Context: an optimization exercise on an open-source flow, tuned for small area, a short achievable clock period and few clock cycles per item. The choices shown serve that exercise and are no tape-out recipe.
At most, simulation tests tie the RTL to the original design; equivalence was not proved.
Power is estimated from default activity; no workload was simulated.

==> inputs of onyx <==
==> flow/design.v <==
module ccsds_demux (
    input  wire        clk,
    input  wire        rst,            
    input  wire [10:0] cfg_frame_len,  
    input  wire [5:0]  cfg_shl,        
    input  wire        cfg_has_ocf,    
    input  wire        cfg_has_fecf,   
    input  wire        in_valid,
    output wire        in_ready,
    input  wire [7:0]  in_data,
    output reg         out_valid,
    input  wire        out_ready,
    output reg  [7:0]  out_data,
    output wire [2:0]  out_vc,
    output reg         out_sop,        
    output reg         out_eop,        
    output reg         out_close,      
    output reg         out_idle        
);
    localparam [1:0] PH_P = 2'd0, PH_S = 2'd1, PH_D = 2'd2, PH_T = 2'd3;
    reg        skid_v;
    reg  [7:0] skid_d;
    assign in_ready = !skid_v;
    wire       avail = skid_v | in_valid;
    wire [7:0] b     = skid_v ? skid_d : in_data;
    reg ocf_r, fecf_r;
    reg  [1:0]  ph;
    reg  [5:0]  hc;       
    reg  [10:0] fc;       
    reg  [10:0] ccnt;     
    reg         fidle, fnost, past;
    reg  [2:0]  cur_vc;   
    reg  [2:0]  new_vc;   
    assign out_vc = cur_vc;
    reg         wcmp, widl;
    reg  [15:0] wr;
    reg  [20:0] rg [0:6];
    wire        is_P = (ph == PH_P);
    wire        is_S = (ph == PH_S);
    wire        is_D = (ph == PH_D);
    wire        is_T = (ph == PH_T);
    wire [10:0] ftl2 = 11'd2 + (ocf_r ? 11'd4 : 11'd0) + (fecf_r ? 11'd2 : 11'd0);
    wire        last_data = (fc == ftl2);
    wire        last_byte = (fc == 11'd2);
    wire        ftl_z = !ocf_r && !fecf_r;
    wire        wok    = (cur_vc == new_vc) || fidle;
    wire        stall  = (out_valid && !out_ready) || (is_D && !wok);
    wire        fire   = avail && !stall;
    wire        data_byte = is_D && !fidle;
    wire        cz    = (ccnt == 11'd0);
    wire        c1    = (ccnt == 11'd1);
    wire [2:0]  h     = wr[2:0];
    wire        h1    = !wcmp && (h == 3'd1);
    wire        s_open = wcmp || (h != 3'd0);
    wire        cont  = fnost || !cz;
    wire        take_cont = cont && s_open;
    wire        take_emit = !cont;
    wire        is_pkt    = take_cont || take_emit;
    wire        new_pkt   = take_emit && (!s_open || !past);
    wire        do_close  = new_pkt && s_open;
    wire        last_cont = last_data || (!fnost && c1);
    wire        ncmp      = wcmp || (h == 3'd5);
    wire        forced_end = take_cont && last_cont && (!fnost || !ncmp);
    wire        len_end   = !new_pkt && wcmp && (wr == 16'd0);
    wire        end_pkt   = len_end || forced_end;
    wire        bff       = (b == 8'hFF);
    wire        idle_o    = widl && (h1 ? (!do_close && bff) : 1'b1);
    wire        step = fire && data_byte && is_pkt;
    wire        swap = (rg[6][20:18] == new_vc) && !out_valid;
    integer i;
    always @(posedge clk) begin
        ocf_r  <= cfg_has_ocf;
        fecf_r <= cfg_has_fecf;
        for (i = 1; i < 7; i = i + 1)
            rg[i] <= rg[i-1];
        rg[0] <= swap ? {cur_vc, wcmp, widl, wr} : rg[6];
        if (rst) begin
            skid_v    <= 1'b0;
            out_valid <= 1'b0;
            ph        <= PH_P;
            hc        <= 6'd0;
            cur_vc    <= 3'd0;
            new_vc    <= 3'd0;
            wcmp      <= 1'b0;
            wr[2:0]   <= 3'd0;
            for (i = 0; i < 7; i = i + 1) begin
                rg[i][20:18] <= i + 1;
                rg[i][17]    <= 1'b0;
                rg[i][2:0]   <= 3'd0;
            end
        end else begin
            if (skid_v) begin
                if (!stall) skid_v <= 1'b0;
            end else if (in_valid && stall) begin
                skid_v <= 1'b1;
            end
            if (fire)
                out_valid <= data_byte && is_pkt;
            else if (out_ready)
                out_valid <= 1'b0;
            if (swap) begin
                cur_vc <= new_vc;
                {wcmp, widl, wr} <= rg[6][17:0];
            end else if (step) begin
                if (end_pkt) begin
                    wcmp    <= 1'b0;
                    wr[2:0] <= 3'd0;
                end else if (new_pkt) begin
                    wcmp    <= 1'b0;
                    widl    <= (b[2:0] == 3'd7);
                    wr[2:0] <= 3'd1;
                end else if (!wcmp) begin
                    if (h == 3'd1) widl <= widl && bff;
                    if (h == 3'd4) wr[15:8] <= b;
                    if (h == 3'd5) begin
                        wcmp    <= 1'b1;
                        wr[7:0] <= b;
                    end else
                        wr[2:0] <= h + 3'd1;
                end else
                    wr <= wr - 16'd1;
            end
            if (fire) begin
                fc <= fc - 11'd1;
                case (ph)
                PH_P: begin
                    hc <= hc + 6'd1;
                    if (hc == 6'd0) fc <= cfg_frame_len;
                    if (hc == 6'd1) new_vc <= b[3:1];
                    if (hc == 6'd4) ccnt[10:8] <= b[2:0];
                    if (hc == 6'd5) begin
                        ccnt[7:0] <= b;
                        fidle <= ({ccnt[10:8], b} == 11'h7FE);
                        fnost <= ({ccnt[10:8], b} == 11'h7FF);
                        past  <= 1'b0;
                        hc    <= cfg_shl;
                        ph    <= (cfg_shl != 6'd0) ? PH_S : PH_D;
                    end
                end
                PH_S: begin
                    hc <= hc - 6'd1;
                    if (hc == 6'd1) ph <= PH_D;
                end
                PH_D: begin
                    if (!cz) ccnt <= ccnt - 11'd1;
                    if (data_byte && take_emit) past <= 1'b1;
                    if (last_data) begin
                        ph <= ftl_z ? PH_P : PH_T;
                        hc <= 6'd0;
                    end
                end
                PH_T: begin
                    if (last_byte) ph <= PH_P;
                end
                endcase
            end
        end
        if (!skid_v) skid_d <= in_data;
        if (fire) begin
            out_data  <= b;
            out_sop   <= new_pkt;
            out_eop   <= end_pkt;
            out_close <= do_close;
            out_idle  <= idle_o;
        end
    end
endmodule
==> flow/run.sh <==
#!/bin/bash
# synth_recipe.tcl (not shown) runs the flow's synth.tcl, then flattens the netlist and writes it again
# the make line also repeats each setting of config.mk as NAME=value (left out here)
make -C /OpenROAD-flow-scripts/flow DESIGN_CONFIG=/design/flow/config.mk WORK_HOME=/design/flow/orfs CLKGATE_MAP_FILE= SYNTH_SCRIPT=/design/flow/synth_recipe.tcl finish
==> flow/config.mk <==
export PLATFORM = sky130hd
export DESIGN_NAME = ccsds_demux
export DESIGN_NICKNAME = ccsds_demux
export VERILOG_FILES = /design/flow/design.v
export SDC_FILE = /design/flow/constraint.sdc
export NUM_CORES = 4
export LEC_CHECK = 0
export CAP_MARGIN = 40
export CORE_MARGIN = 2
export CORE_UTILIZATION = 40
export SLEW_MARGIN = 30
==> flow/constraint.sdc <==
create_clock -name core_clock -period 10.0 [get_ports {clk}]
set_input_delay 2.0000 -clock core_clock [delete_from_list [all_inputs] [get_ports {clk}]]
set_output_delay 2.0000 -clock core_clock [all_outputs]
set_load 0.01 [all_outputs]
==> sierra (differences from onyx) <==
==> flow/design.v (replaced) <==
module ccsds_demux (
    input  wire        clk,
    input  wire        rst,            
    input  wire [10:0] cfg_frame_len,  
    input  wire [5:0]  cfg_shl,        
    input  wire        cfg_has_ocf,    
    input  wire        cfg_has_fecf,   
    input  wire        in_valid,
    output wire        in_ready,
    input  wire [7:0]  in_data,
    output reg         out_valid,
    input  wire        out_ready,
    output reg  [7:0]  out_data,
    output wire [2:0]  out_vc,
    output reg         out_sop,        
    output reg         out_eop,        
    output reg         out_close,      
    output reg         out_idle        
);
    localparam [1:0] PH_P = 2'd0, PH_S = 2'd1, PH_D = 2'd2, PH_T = 2'd3;
    reg        skid_v;
    reg  [7:0] skid_d;
    reg        ir;        
    assign in_ready = ir;
    wire       avail = skid_v | in_valid;
    wire [7:0] b     = skid_v ? skid_d : in_data;
    reg ocf_r, fecf_r;
    reg  [1:0]  ph;
    reg  [5:0]  hc;       
    reg  [10:0] fc;       
    reg  [10:0] ccnt;     
    reg         fidle, fnost, past;
    reg  [2:0]  cur_vc;   
    reg  [2:0]  new_vc;   
    assign out_vc = cur_vc;
    reg         wcmp, widl;
    reg  [15:0] wr;
    reg  [20:0] rg [0:6];
    wire        is_P = (ph == PH_P);
    wire        is_S = (ph == PH_S);
    wire        is_D = (ph == PH_D);
    wire        is_T = (ph == PH_T);
    wire [10:0] ftl2 = 11'd2 + (ocf_r ? 11'd4 : 11'd0) + (fecf_r ? 11'd2 : 11'd0);
    wire        last_data = (fc == ftl2);
    wire        last_byte = (fc == 11'd2);
    wire        ftl_z = !ocf_r && !fecf_r;
    wire        wok    = (cur_vc == new_vc) || fidle;
    wire        stall  = (out_valid && !out_ready) || (is_D && !wok);
    wire        fire   = avail && !stall;
    wire        data_byte = is_D && !fidle;
    wire        cz    = (ccnt == 11'd0);
    wire        c1    = (ccnt == 11'd1);
    wire        h1    = !wcmp && wr[1];
    wire        s_open = wcmp || wr[0];
    wire        cont  = fnost || !cz;
    wire        take_cont = cont && s_open;
    wire        take_emit = !cont;
    wire        is_pkt    = take_cont || take_emit;
    wire        new_pkt   = take_emit && (!s_open || !past);
    wire        do_close  = new_pkt && s_open;
    wire        last_cont = last_data || (!fnost && c1);
    wire        ncmp      = wcmp || wr[5];
    wire        forced_end = take_cont && last_cont && (!fnost || !ncmp);
    wire        len_end   = !new_pkt && wcmp && (wr == 16'd0);
    wire        end_pkt   = len_end || forced_end;
    wire        bff       = (b == 8'hFF);
    wire        idle_o    = widl && (h1 ? (!do_close && bff) : 1'b1);
    wire        step = fire && data_byte && is_pkt;
    wire [15:0] wdec = wr - 16'd1;
    wire        swap = (rg[6][20:18] == new_vc) && !out_valid;
    integer i;
    always @(posedge clk) begin
        ocf_r  <= cfg_has_ocf;
        fecf_r <= cfg_has_fecf;
        for (i = 1; i < 7; i = i + 1)
            rg[i] <= rg[i-1];
        rg[0] <= swap ? {cur_vc, wcmp, widl, wr} : rg[6];
        if (rst) begin
            skid_v    <= 1'b0;
            ir        <= 1'b1;
            out_valid <= 1'b0;
            ph        <= PH_P;
            hc        <= 6'd5;
            cur_vc    <= 3'd0;
            new_vc    <= 3'd0;
            wcmp      <= 1'b0;
            wr[0]     <= 1'b0;
            for (i = 0; i < 7; i = i + 1) begin
                rg[i][20:18] <= i + 1;
                rg[i][17]    <= 1'b0;
                rg[i][0]     <= 1'b0;
            end
        end else begin
            skid_v <= (skid_v || in_valid) && stall;
            ir     <= !((skid_v || in_valid) && stall);
            if (fire)
                out_valid <= data_byte && is_pkt;
            else if (out_ready)
                out_valid <= 1'b0;
            if (swap) begin
                cur_vc <= new_vc;
                {wcmp, widl, wr} <= rg[6][17:0];
            end else if (step) begin
                if (end_pkt || new_pkt)
                    wcmp <= 1'b0;
                else if (wr[5])
                    wcmp <= 1'b1;
                if (end_pkt)
                    wr[0] <= 1'b0;
                else if (new_pkt)
                    wr[0] <= 1'b1;
                else if (wcmp)
                    wr[0] <= wdec[0];
                else if (wr[5])
                    wr[0] <= b[0];
                if (new_pkt)
                    wr[5:1] <= 5'b00001;
                else if (wcmp)
                    wr[5:1] <= wdec[5:1];
                else if (wr[5])
                    wr[5:1] <= b[5:1];
                else
                    wr[5:1] <= {wr[4:1], 1'b0};
                if (wcmp)
                    wr[7:6] <= wdec[7:6];
                else if (wr[5])
                    wr[7:6] <= b[7:6];
                if (wcmp)
                    wr[15:8] <= wdec[15:8];
                else if (wr[4])
                    wr[15:8] <= b;
                if (new_pkt)
                    widl <= (b[2:0] == 3'd7);
                else if (!wcmp && wr[1])
                    widl <= widl && bff;
            end
            if (fire) begin
                fc <= fc - 11'd1;
                case (ph)
                PH_P: begin
                    hc <= hc - 6'd1;
                    if (hc == 6'd5) fc <= cfg_frame_len;
                    if (hc == 6'd4) new_vc <= b[3:1];
                    if (hc != 6'd0) ccnt[10:8] <= b[2:0];
                    ccnt[7:0] <= b;
                    fidle <= ({ccnt[10:8], b} == 11'h7FE);
                    fnost <= ({ccnt[10:8], b} == 11'h7FF);
                    past  <= 1'b0;
                    if (hc == 6'd0) begin
                        hc    <= cfg_shl;
                        ph    <= (cfg_shl != 6'd0) ? PH_S : PH_D;
                    end
                end
                PH_S: begin
                    hc <= hc - 6'd1;
                    if (hc == 6'd1) ph <= PH_D;
                end
                PH_D: begin
                    hc <= 6'd5;
                    if (!cz) ccnt <= ccnt - 11'd1;
                    if (data_byte && take_emit) past <= 1'b1;
                    if (last_data) ph <= ftl_z ? PH_P : PH_T;
                end
                PH_T: begin
                    hc <= 6'd5;
                    if (last_byte) ph <= PH_P;
                end
                endcase
            end
        end
        if (!skid_v) skid_d <= in_data;
        {out_data, out_sop, out_eop, out_close, out_idle} <= out_n;
    end
    wire [11:0] out_n;
    ccsds_demux_hold #(.N(12)) u_hold (
        .load(fire),
        .cur({out_data, out_sop, out_eop, out_close, out_idle}),
        .nxt({b, new_pkt, end_pkt, do_close, idle_o}),
        .q(out_n));
endmodule
module ccsds_demux_hold #(parameter N = 1) (
    input  wire         load,
    input  wire [N-1:0] cur,
    input  wire [N-1:0] nxt,
    output wire [N-1:0] q
);
    assign q = load ? nxt : cur;
endmodule
==> flow/flow/run.sh (new file) <==
#!/bin/bash
# Standard ORFS layout; timing repair aimed at a tighter setup margin and
# port buffers of the smallest buffer cell (resized later by repair).
set -euo pipefail
bash standard.sh SETUP_SLACK_MARGIN=7 "BUFFER_PORTS_ARGS=-buffer_cell sky130_fd_sc_hd__buf_1" finish > flow_make.log 2>&1
==> flow/standard.sh (new file) <==
#!/bin/bash
# synth_recipe.tcl (not shown) runs the flow's synth.tcl, then flattens the netlist and writes it again
# the make line also repeats each setting of config.mk as NAME=value (left out here)
make -C /OpenROAD-flow-scripts/flow DESIGN_CONFIG=/design/flow/config.mk WORK_HOME=/design/flow/orfs CLKGATE_MAP_FILE= SYNTH_SCRIPT=/design/flow/synth_recipe.tcl "${@:-finish}"
Settings changed: CORE_UTILIZATION 40 to 70, CTS_CLUSTER_DIAMETER from default to 80, CTS_CLUSTER_SIZE from default to 25, PLACE_DENSITY from default to 0.8, SYNTH_HIERARCHICAL from default to 1, SYNTH_MINIMUM_KEEP_SIZE from default to 0, TNS_END_PERCENT from default to 2.
removed: flow/run.sh
==> raven (differences from onyx) <==
==> flow/flow/run.sh (new file) <==
#!/bin/bash
# Standard ORFS layout, with timing repair aimed at a tighter setup margin.
set -euo pipefail
bash standard.sh SETUP_SLACK_MARGIN=7 finish > flow_make.log 2>&1
==> flow/standard.sh (new file) <==
#!/bin/bash
# synth_recipe.tcl (not shown) runs the flow's synth.tcl, then flattens the netlist and writes it again
# the make line also repeats each setting of config.mk as NAME=value (left out here)
make -C /OpenROAD-flow-scripts/flow DESIGN_CONFIG=/design/flow/config.mk WORK_HOME=/design/flow/orfs CLKGATE_MAP_FILE= SYNTH_SCRIPT=/design/flow/synth_recipe.tcl "${@:-finish}"
Settings changed: CTS_CLUSTER_SIZE from default to 50.
removed: flow/run.sh
==> notes <==
raven finished with timing, DRC and antenna clean. sierra completed with no timing, DRC or antenna violations. onyx completed with no timing, DRC or antenna violations. In onyx the via count is smaller than in sierra, by 2.0%. Final cell count, highest first: raven, onyx, sierra. The lowest routed wire length belongs to onyx, the highest to raven. The highest clock power belongs to onyx, the lowest to sierra. Of onyx and sierra, sierra has the higher flip-flop and latch count (gap 1). The highest sequential share of layout area belongs to sierra, the lowest to raven. Utilization: onyx is lower than sierra (29 points). Combinational power, lowest first: onyx, sierra, raven. Fmax, lowest first: onyx, raven, sierra.
==> figures <==
item	sierra	raven	onyx
Outcome	complete, no violations	complete, no violations	complete, no violations
Ratio of layout area to synthesized area	1.084x	1.231x	1.193x
Vias in the first global route	5295	5031	5025
Number of cells after detailed placement	906	1058	1059
CP Capture Point	out_close	wr[14]	ccnt[6]
Critical register-to-register path endpoint	wr[10]	wr[14]	ccnt[6]
Net count of the mapped netlist	789	816	816
Signal arrival time at the worst endpoint	1030 ps	3290 ps	4540 ps
Starting DRT DRC Count	517	315	286
Min-delay src	rg[4][14]	rg[0][11]	rg[0][9]
Global-route total usage across every layer	25.9%	14.9%	14.5%
Reg-to-reg slack, setup	7550 ps	7160 ps	6510 ps
Biggest fanout along the worst timing path	2	8	16
Fill cell total of the finished layout	737	1843	1851
Final instance count without filler cells	933	1127	1103
M2 GR Usage	43.9%	22.4%	22.4%
Flip-flop and latch count after synthesis	229	228	228
Synthesized-area fraction occupied by adder cells	1.85%	2.89%	2.89%
Final clock-cell share	4.21%	7.59%	8.34%
Reg-to-reg critical path startpoint	ccnt[0]	fc[5]	ph[0]
Testbench counts of sierra, summed over its fixed seeds: cycles 197,997, bytes 197,840.
The RTL of onyx and raven was laid out without a check of its function.

==> what the ideal ports hide <==
No port has a modelled driver above. Below, the same layouts with a new extraction and two added sets of constraints. Step 1 (the two cells are an assumption about what drives the block):
set clk [get_ports {clk}]
set_driving_cell -lib_cell sky130_fd_sc_hd__clkbuf_16 $clk
set_driving_cell -lib_cell sky130_fd_sc_hd__buf_2 [delete_from_list [all_inputs] $clk]
Step 2 times the ports against the registers' clock, not the clock port: input delays grow and output delays shrink by t, the midpoint of the rising clock arrivals with the driver on. Three values: ideal, step 1, step 2; two values: the first two.
| run | shift t [ns] | setup slack, ns | worst setup path after step 2 | worst register clock-pin slew, ns | worst slew at a driven data input, ns |
|---|---|---|---|---|---|
| onyx | 0.554 | 5.660 / 5.677 / 5.123 | input to register | 0.07 / 0.07 | 0.04 |
| sierra | 0.498 | 6.968 / 6.927 / 6.508 | input to register | 0.10 / 0.10 | 0.04 |
| raven | 0.548 | 6.931 / 6.896 / 6.386 | input to register | 0.06 / 0.06 | 0.05 |
After both steps setup and hold are still met in every run listed. The setup slack of raven, which loses most, moves by -0.035 ns with the drivers and by -0.545 ns with both steps.
